Background: an optimization exercise with open tools, aiming at small area. Do not read the settings as production practice. Function was checked by simulation only, so behaviour that the tests miss may differ from the original. Power is estimated from default activity; no workload was simulated.

<file path="flow/run.sh">
#!/bin/bash
# synth_recipe.tcl (not shown) runs the flow's synth.tcl, then flattens the netlist and writes it again
# the make line also repeats each setting of config.mk as NAME=value (left out here)
make -C /OpenROAD-flow-scripts/flow DESIGN_CONFIG=/design/flow/config.mk WORK_HOME=/design/flow/orfs CLKGATE_MAP_FILE= SYNTH_SCRIPT=/design/flow/synth_recipe.tcl finish
</file>
<file path="flow/config.mk">
export PLATFORM = sky130hd
export DESIGN_NAME = abl_cb
export DESIGN_NICKNAME = abl_cb
export VERILOG_FILES = /design/flow/design.v
export SDC_FILE = /design/flow/constraint.sdc
export NUM_CORES = 4
export LEC_CHECK = 0
export CAP_MARGIN = 20
export CORE_MARGIN = 2
export CORE_UTILIZATION = 40
export PLACE_DENSITY = 0.6
export SLEW_MARGIN = 20
</file>
<file path="flow/constraint.sdc">
create_clock -name core_clock -period 10.0 [get_ports {clk}]
set_input_delay 2.0000 -clock core_clock [delete_from_list [all_inputs] [get_ports {clk}]]
set_output_delay 2.0000 -clock core_clock [all_outputs]
set_load 0.01 [all_outputs]
</file>
<file path="flow/design.v">
module abl_cb (
    input  wire        clk,
    input  wire        rst,
    input  wire        cmd_valid,
    input  wire [15:0] cmd,
    output reg         pwr_en,
    output reg         idle,
    output reg  [7:0]  duty_head,
    output reg  [7:0]  duty_tail,
    output reg  [7:0]  duty_meter,
    output reg         aux,
    output reg         dark,
    output reg         mov,
    output reg         fault,
    output reg  [1:0]  fcause,
    output reg  [26:0] tc,
    output reg  [9:0]  ms,
    output reg  [9:0]  acc,
    output reg         prev,
    output reg  [2:0]  mep,
    output reg  [7:0]  spc,
    output reg         tmr_reload,
    output reg         tick_clr
);
    localparam [26:0] TICK_CEIL    = 27'd12000;
    localparam [9:0]  MOTION_TH    = 10'd50;
    localparam [26:0] SETTLE_TH    = 27'd102;
    localparam [26:0] IDLE_TH      = 27'd3072;
    localparam        RATE128      = 1'b1;       
    localparam integer EMA_K       = 3;
    localparam [9:0]  TH_LO        = 10'd400;
    localparam [9:0]  TH_HI        = 10'd600;
    localparam [7:0]  HEAD_DARK    = 8'd124;
    localparam [7:0]  HEAD_BRIGHT  = 8'd31;
    localparam [7:0]  TAIL_FLASH   = 8'd124;
    localparam [7:0]  TAIL_DIM     = 8'd20;
    localparam [10:0] TAIL_D       = 11'd60;
    localparam [10:0] TAIL_P       = 11'd100;
    localparam        METER_SW     = 1'b1;       
    localparam [7:0]  METER_DARK   = 8'd62;
    localparam [7:0]  METER_BRIGHT = 8'd0;
    localparam [7:0]  SW_PERIOD    = 8'd8;
    localparam [7:0]  SW_DUTY      = 8'd1;
    localparam [3:0] OP_NOP    = 4'h0;
    localparam [3:0] OP_TICK   = 4'h1;
    localparam [3:0] OP_RSTCNT = 4'h2;
    localparam [3:0] OP_MOTA   = 4'h3;
    localparam [3:0] OP_MOTD   = 4'h4;
    localparam [3:0] OP_AMB    = 4'h5;
    localparam [3:0] OP_SEED   = 4'h6;
    localparam [3:0] OP_DUTY   = 4'h7;
    wire [3:0] opc = cmd[15:12];
    wire [1:0] rsv = cmd[11:10];
    wire [9:0] opd = cmd[9:0];
    wire no_operand = (opc == OP_NOP) || (opc == OP_TICK) ||
                      (opc == OP_RSTCNT) || (opc == OP_DUTY);
    wire bad_opc = (opc >= 4'h8);
    wire bad_fields = (rsv != 2'b00) ||
                      (no_operand && (opd != 10'd0)) ||
                      ((opc == OP_MOTD) && (opd[9:1] != 9'd0));
    wire illegal = bad_opc || bad_fields;
    wire [1:0] cause = bad_opc ? 2'd1 : 2'd2;
    wire cur       = (opc == OP_MOTA) ? (opd > MOTION_TH) : opd[0];
    wire gate_open = RATE128 ? (ms[9:7] != mep) : 1'b1;
    wire honour    = gate_open && (tc > SETTLE_TH) && (cur != prev);
    wire [9:0] ema_next = acc - (acc >> EMA_K) + (opd >> EMA_K);
    function next_dark(input cur_dark, input [9:0] a);
        begin
            if (cur_dark && (a > TH_HI))
                next_dark = 1'b0;
            else if (!cur_dark && (a <= TH_LO))
                next_dark = 1'b1;
            else
                next_dark = cur_dark;
        end
    endfunction
    wire is_idle  = (tc > IDLE_TH);
    wire in_flash = ({1'b0, ms} < TAIL_D) ||
                    ((TAIL_P <= {1'b0, ms}) && ({1'b0, ms} < TAIL_P + TAIL_D));
    wire [7:0] spc_next = ((spc + 8'd1) >= SW_PERIOD) ? 8'd0 : spc + 8'd1;
    always @(posedge clk) begin
        if (rst) begin
            tc         <= 27'd0;
            ms         <= 10'd0;
            prev       <= 1'b0;
            mov        <= 1'b0;
            mep        <= 3'd0;
            acc        <= 10'd0;
            dark       <= 1'b1;
            spc        <= 8'd0;
            pwr_en     <= 1'b0;
            idle       <= 1'b0;
            duty_head  <= 8'd0;
            duty_tail  <= 8'd0;
            duty_meter <= 8'd0;
            aux        <= 1'b0;
            fault      <= 1'b0;
            fcause     <= 2'd0;
            tmr_reload <= 1'b0;
            tick_clr   <= 1'b0;
        end else begin
            tmr_reload <= 1'b0;
            tick_clr   <= 1'b0;
            if (cmd_valid) begin
                if (illegal) begin
                    if (!fault)
                        fcause <= cause;
                    fault <= 1'b1;
                end else begin
                    case (opc)
                        OP_TICK: begin
                            if (tc < TICK_CEIL)
                                tc <= tc + 27'd1;
                            ms         <= ms + 10'd1;
                            tmr_reload <= 1'b1;
                            tick_clr   <= 1'b1;
                        end
                        OP_RSTCNT: begin
                            tc         <= 27'd0;
                            tmr_reload <= 1'b1;
                            tick_clr   <= 1'b1;
                        end
                        OP_MOTA, OP_MOTD: begin
                            if (gate_open) begin
                                if (RATE128)
                                    mep <= ms[9:7];
                                mov <= cur;
                                if (honour) begin
                                    tc         <= 27'd0;
                                    prev       <= cur;
                                    tmr_reload <= 1'b1;
                                    tick_clr   <= 1'b1;
                                end
                            end
                        end
                        OP_AMB: begin
                            if (spc == 8'd0) begin
                                acc  <= ema_next;
                                dark <= next_dark(dark, ema_next);
                            end
                        end
                        OP_SEED: begin
                            acc  <= opd;
                            dark <= next_dark(dark, opd);
                        end
                        OP_DUTY: begin
                            idle   <= is_idle;
                            pwr_en <= !is_idle;
                            if (is_idle) begin
                                duty_head  <= 8'd0;
                                duty_tail  <= 8'd0;
                                duty_meter <= 8'd0;
                                aux        <= 1'b0;
                            end else begin
                                duty_head <= dark ? HEAD_DARK : HEAD_BRIGHT;
                                duty_tail <= in_flash ? TAIL_FLASH : TAIL_DIM;
                                if (METER_SW) begin
                                    duty_meter <= 8'd0;
                                    aux        <= dark && (spc < SW_DUTY);
                                end else begin
                                    duty_meter <= dark ? METER_DARK : METER_BRIGHT;
                                    aux        <= 1'b0;
                                end
                            end
                            spc <= spc_next;
                        end
                        default: ;  
                    endcase
                end
            end
        end
    end
endmodule
</file>
==> metrics.log <==
INFO  metric status = no timing/DRC/antenna violations
INFO  metric gr-usage-met1 = 24.6%
INFO  metric multiInputGateArea = 0.00259 mm^2
INFO  metric ys_dominant_reg_cell = dfxtp_1
INFO  metric cts_hold_buffers = 0
INFO  metric async_flop_share = 0%
INFO  metric path_clk_slew = 90 ps
INFO  metric rsz0062_at_grt = no
INFO  metric grtUsageMet3 = 3.89%
INFO  metric crit_chain = clkdlybuf4s50_1 > inv_1 > fa_1 > inv_1 > ha_1 > a211oi_1 > o211ai_1 > a41oi_1 > xnor2_1 > and2_1 > o311ai_0 > a311o_1
INFO  metric crit-reg2reg-capture = dark$_SDFFE_PP1P_
INFO  metric cp_max_fo = 6
INFO  metric globalRouteMet2Util = 32.8%
INFO  metric critPathCaptureType = flop
INFO  metric cts_htree_levels = 3
INFO  metric grt_pass1_vias = 3,584
INFO  metric synthDistinctLibCells = 74
INFO  metric number_of_diodes_added_for_antenna_fixing = 0
INFO  metric grt_antenna_before_repair = 0
INFO  metric grt_util_all_layers = 19.1%
INFO  metric insertion_delay = 350 ps
INFO  metric drive_gt1_share = 5.99%
INFO  metric route.detailed.wl_per_inst = 14.8 um
INFO  metric finalMaxSlewViolations = 0
INFO  metric grt_start_max_net_pins = 45
INFO  metric worst_pin_slew = 1080 ps
INFO  metric cts_resized = 0
INFO  metric finalClockSkew = 14.1 ps
INFO  metric cpMostUsedCell = inv_1
INFO  metric place_congestion = 0.897
INFO  metric max-cap-violations = 0
INFO  metric leakage_power = 1.99 nW
INFO  metric clock_sinks = 71
INFO  metric fmaxAchievable = 0.198 GHz
INFO  metric finalSetupTns = 0 ps
INFO  metric synth_warnings = 1
INFO  metric die_h = 109 um
INFO  metric core_region_area = 0.0108 mm^2
INFO  metric synth-edff-count = 0
INFO  metric io_buffer_count = 99
INFO  metric worstReg2RegStart = acc[1]$_SDFFE_PP0P_
INFO  metric fin_total_pwr = 0.000602 W
INFO  metric layout_worst_path_cycle_share = 50.5%
INFO  metric post_synth.cell_area_avg = 8.29 um^2
INFO  metric cts.root.buffer_cell = clkbuf_8
INFO  metric ff2ff_path_depth = 11
INFO  metric path_class = in -> reg
INFO  metric crit_path_max_incr_delay = 640 ps
INFO  metric max_slew_margin = 26.9%
INFO  metric grt.busiest_layer = met2
INFO  metric hold_violations = 0
INFO  metric ys_seq_elements = 71
INFO  metric yosysTopAreaCellShare = 32.3%
INFO  metric syn_inst_count = 530
INFO  metric first_pass_grt_wire_length = 17,900 um
INFO  metric tritoncts = built
INFO  metric detailed_router_iteration_count_before_antenna_repair = 4
INFO  metric vias = 3,925
INFO  metric startpoint = cmd[4]
INFO  metric clk_path_buf_depth = 2
INFO  metric detail_route.drc_violations = 0
INFO  metric power_density = 108 mW/mm^2
INFO  metric r2r_setup_slack = 6960 ps
INFO  metric worstPathArrival = 5300 ps
INFO  metric post_synth_main_area_contributors = dfxtp_1, nor2_1, xnor2_1
INFO  metric ys_seq_area_share = 32.3%
INFO  metric floorplan.initialDensity = 40.7%
INFO  metric vdd.ir_drop.worst = 0.0858 mV
INFO  metric area_growth_syn_to_layout = 26.8%
INFO  metric timing.final.setup_violations = 0
INFO  metric worst-endpoint-required = 10,250 ps
INFO  metric final.fill_count = 1,047
INFO  metric drt-vias-per-instance = 5.18
INFO  metric syn_area = 0.00439 mm^2
INFO  metric die-width = 109 um
INFO  metric post-cts-setup-buffers = 0
INFO  metric cts_made_buffers = 9
INFO  metric crit_buf_inv = 3
INFO  metric row_count = 38
INFO  metric dp.final_hpwl = 8480 um
INFO  metric seqCellArea = 0.00142 mm^2
INFO  metric overflow = 0
INFO  metric wl = 11,200 um
INFO  metric start_kind = input port
INFO  metric timing.hold.worst.class = reg -> reg
INFO  metric io_pins = 112
INFO  metric netlist.top_cell.by_area = dfxtp_1
INFO  metric design.die.area = 0.0118 mm^2
INFO  metric drtAntennaViolNets = 0
INFO  metric crit_slowest_cell = clkdlybuf4s50_1
INFO  metric final_net_count = 655
INFO  metric min_period = 5050 ps
INFO  metric timing.critical_path.depth = 12
INFO  metric drt-initial-drc-count = 129
INFO  metric critPathCapture = dark$_SDFFE_PP1P_
INFO  metric cpLargestDelayFamily = compound AO/OA/AOI/OAI gates
## through the flow
step | instance area [um^2] | setup WS, ps | util (%) | cells | hold WS (ps)
after floorplan | 4440 | 5490 | - | 541 | 488
after global placement | 5370 | 4630 | 49.7 | 742 | 473
after detailed placement | 5370 | 4580 | 49.7 | 742 | 478
after global routing | 5570 | 4710 | 51.6 | 758 | 516
after CTS | 5570 | 4960 | 51.6 | 758 | 488
final | 5570 | 4950 | 51.6 | 758 | 493
## worst register-to-register path, stage by stage, from the launching register on
cell	delay, ps
dfxtp_1	360
inv_1	70
fa_1	550
inv_1	60
ha_1	290
a211oi_1	400
o211ai_1	180
a41oi_1	260
xnor2_1	160
and2_1	160
o311ai_0	120
a311o_1	330
## sequential cells by signal, indices dropped and copies added (netlist names)
| name | cells |
|---|---|
| duty_head | 3 |
| acc | 10 |
| idle | 1 |
| fault | 1 |
| dark | 1 |
| mep | 3 |
| tc | 27 |
| prev | 1 |
| tmr_reload | 1 |
| spc | 8 |
| duty_tail | 1 |
| fcause | 2 |
| mov | 1 |
| aux | 1 |
| ms | 10 |
## how the worst min path moves through the flow
stage,endpoint,cells after the start,slack (ps),from
2_1_floorplan,duty_head[1]$_SDFFE_PP0P_,2,490,duty_head[1]$_SDFFE_PP0P_
3_3_place_gp,duty_tail[5]$_SDFFE_PP0P_,2,470,duty_tail[5]$_SDFFE_PP0P_
3_5_place_dp,duty_tail[5]$_SDFFE_PP0P_,2,480,duty_tail[5]$_SDFFE_PP0P_
4_1_cts,duty_tail[5]$_SDFFE_PP0P_,2,490,duty_tail[5]$_SDFFE_PP0P_
5_1_grt,duty_tail[5]$_SDFFE_PP0P_,2,520,duty_tail[5]$_SDFFE_PP0P_
6_report,duty_tail[5]$_SDFFE_PP0P_,2,490,duty_tail[5]$_SDFFE_PP0P_
## power breakdown
part	leakage (nW)	internal [W]	switching (W)
Clock	0.0989	0.000123	0.000121
Sequential	0.572	0.000284	0.000000876
Combinational	1.32	0.0000306	0.0000427
Total	1.99	0.000437	0.000165
## synth_stat cells (2+ instances only)
cell type	n
nor4b_1	3
or4b_1	3
and3_1	6
nand3b_1	4
xnor2_1	24
nand3_1	9
o22ai_1	2
a2111oi_2	2
or2_0	2
xor2_1	7
buf_2	6
or3_1	5
a41oi_1	5
nor3b_1	2
o21a_1	6
mux2i_1	7
a311oi_1	7
o21ai_0	10
a2111oi_1	2
ha_1	16
o211ai_1	2
nor2b_1	6
and2_1	10
or4_1	3
a31oi_1	6
buf_4	26
a211oi_1	13
nor3_1	15
clkbuf_1	9
and3b_1	2
a21boi_0	2
dfxtp_1	71
nand4_1	7
nor4_1	4
or2_2	2
a21o_1	3
a21oi_1	28
nor2_1	71
nand2_1	39
fa_1	7
inv_1	43
## per-layer routing
metal	up-vias	share of wire [%]
met3	8	3.5
met4	0	0.74
met2	69	50
met1	1852	46
met5	-	0
li1	1996	-
## logic make-up after synthesis
family / share of synthesized area (%)
and+or+nand+nor: 23.6
buffers and inverters: 9.57
muxes: 1.85
other: 0.0853
xor gates and xnor gates: 6.18
DFF: 32.3
adders and majority gates: 7.74
AOI/OAI and AO/OA: 18.7
## cell type report
cell class                      count  share of cell area, %
Clock buffer                       10                   2.47
Clock inverter                      6                   1.21
Inverter                           43                   2.90
Multi-Input combinational cell    386                   46.6
Sequential cell                    71                   25.5
Tap cell                          140                   3.14
Timing Repair Buffer              102                   18.2
## cell usage in the layout (no fill, tap or decap), types with 9 or more instances in the layout
cell,count
a211oi_1,13
a21oi_1,28
and2_1,10
clkbuf_8,10
clkdlybuf4s50_1,99
conb_1,12
dfxtp_1,71
ha_1,16
inv_1,43
nand2_1,39
nand3_1,9
nor2_1,71
nor3_1,15
o21ai_0,9
xnor2_1,24

## afterwards: timing with drivers on the ports
No port has a modelled driver above. Below, the same layout with a new extraction and two added sets of constraints. Step 1 (the two cells are an assumption about what drives the block):
set clk [get_ports {clk}]
set_driving_cell -lib_cell sky130_fd_sc_hd__clkbuf_16 $clk
set_driving_cell -lib_cell sky130_fd_sc_hd__buf_2 [delete_from_list [all_inputs] $clk]
Step 2 times the ports against the registers' clock, not the clock port: input delays grow and output delays shrink by t, the midpoint of the rising clock arrivals with the driver on. a / b / c = ideal ports / drivers / drivers and shift; a / b = the first two.
shift t [ns]: 0.376
setup WS [ns]: 4.947 / 4.950 / 4.574
worst setup path after step 2: input to register
worst slew at a driven data input, ns: 0.04
After both steps setup and hold are still met in this run. The setup slack of this run moves by +0.003 ns with the drivers and by -0.373 ns with both steps.
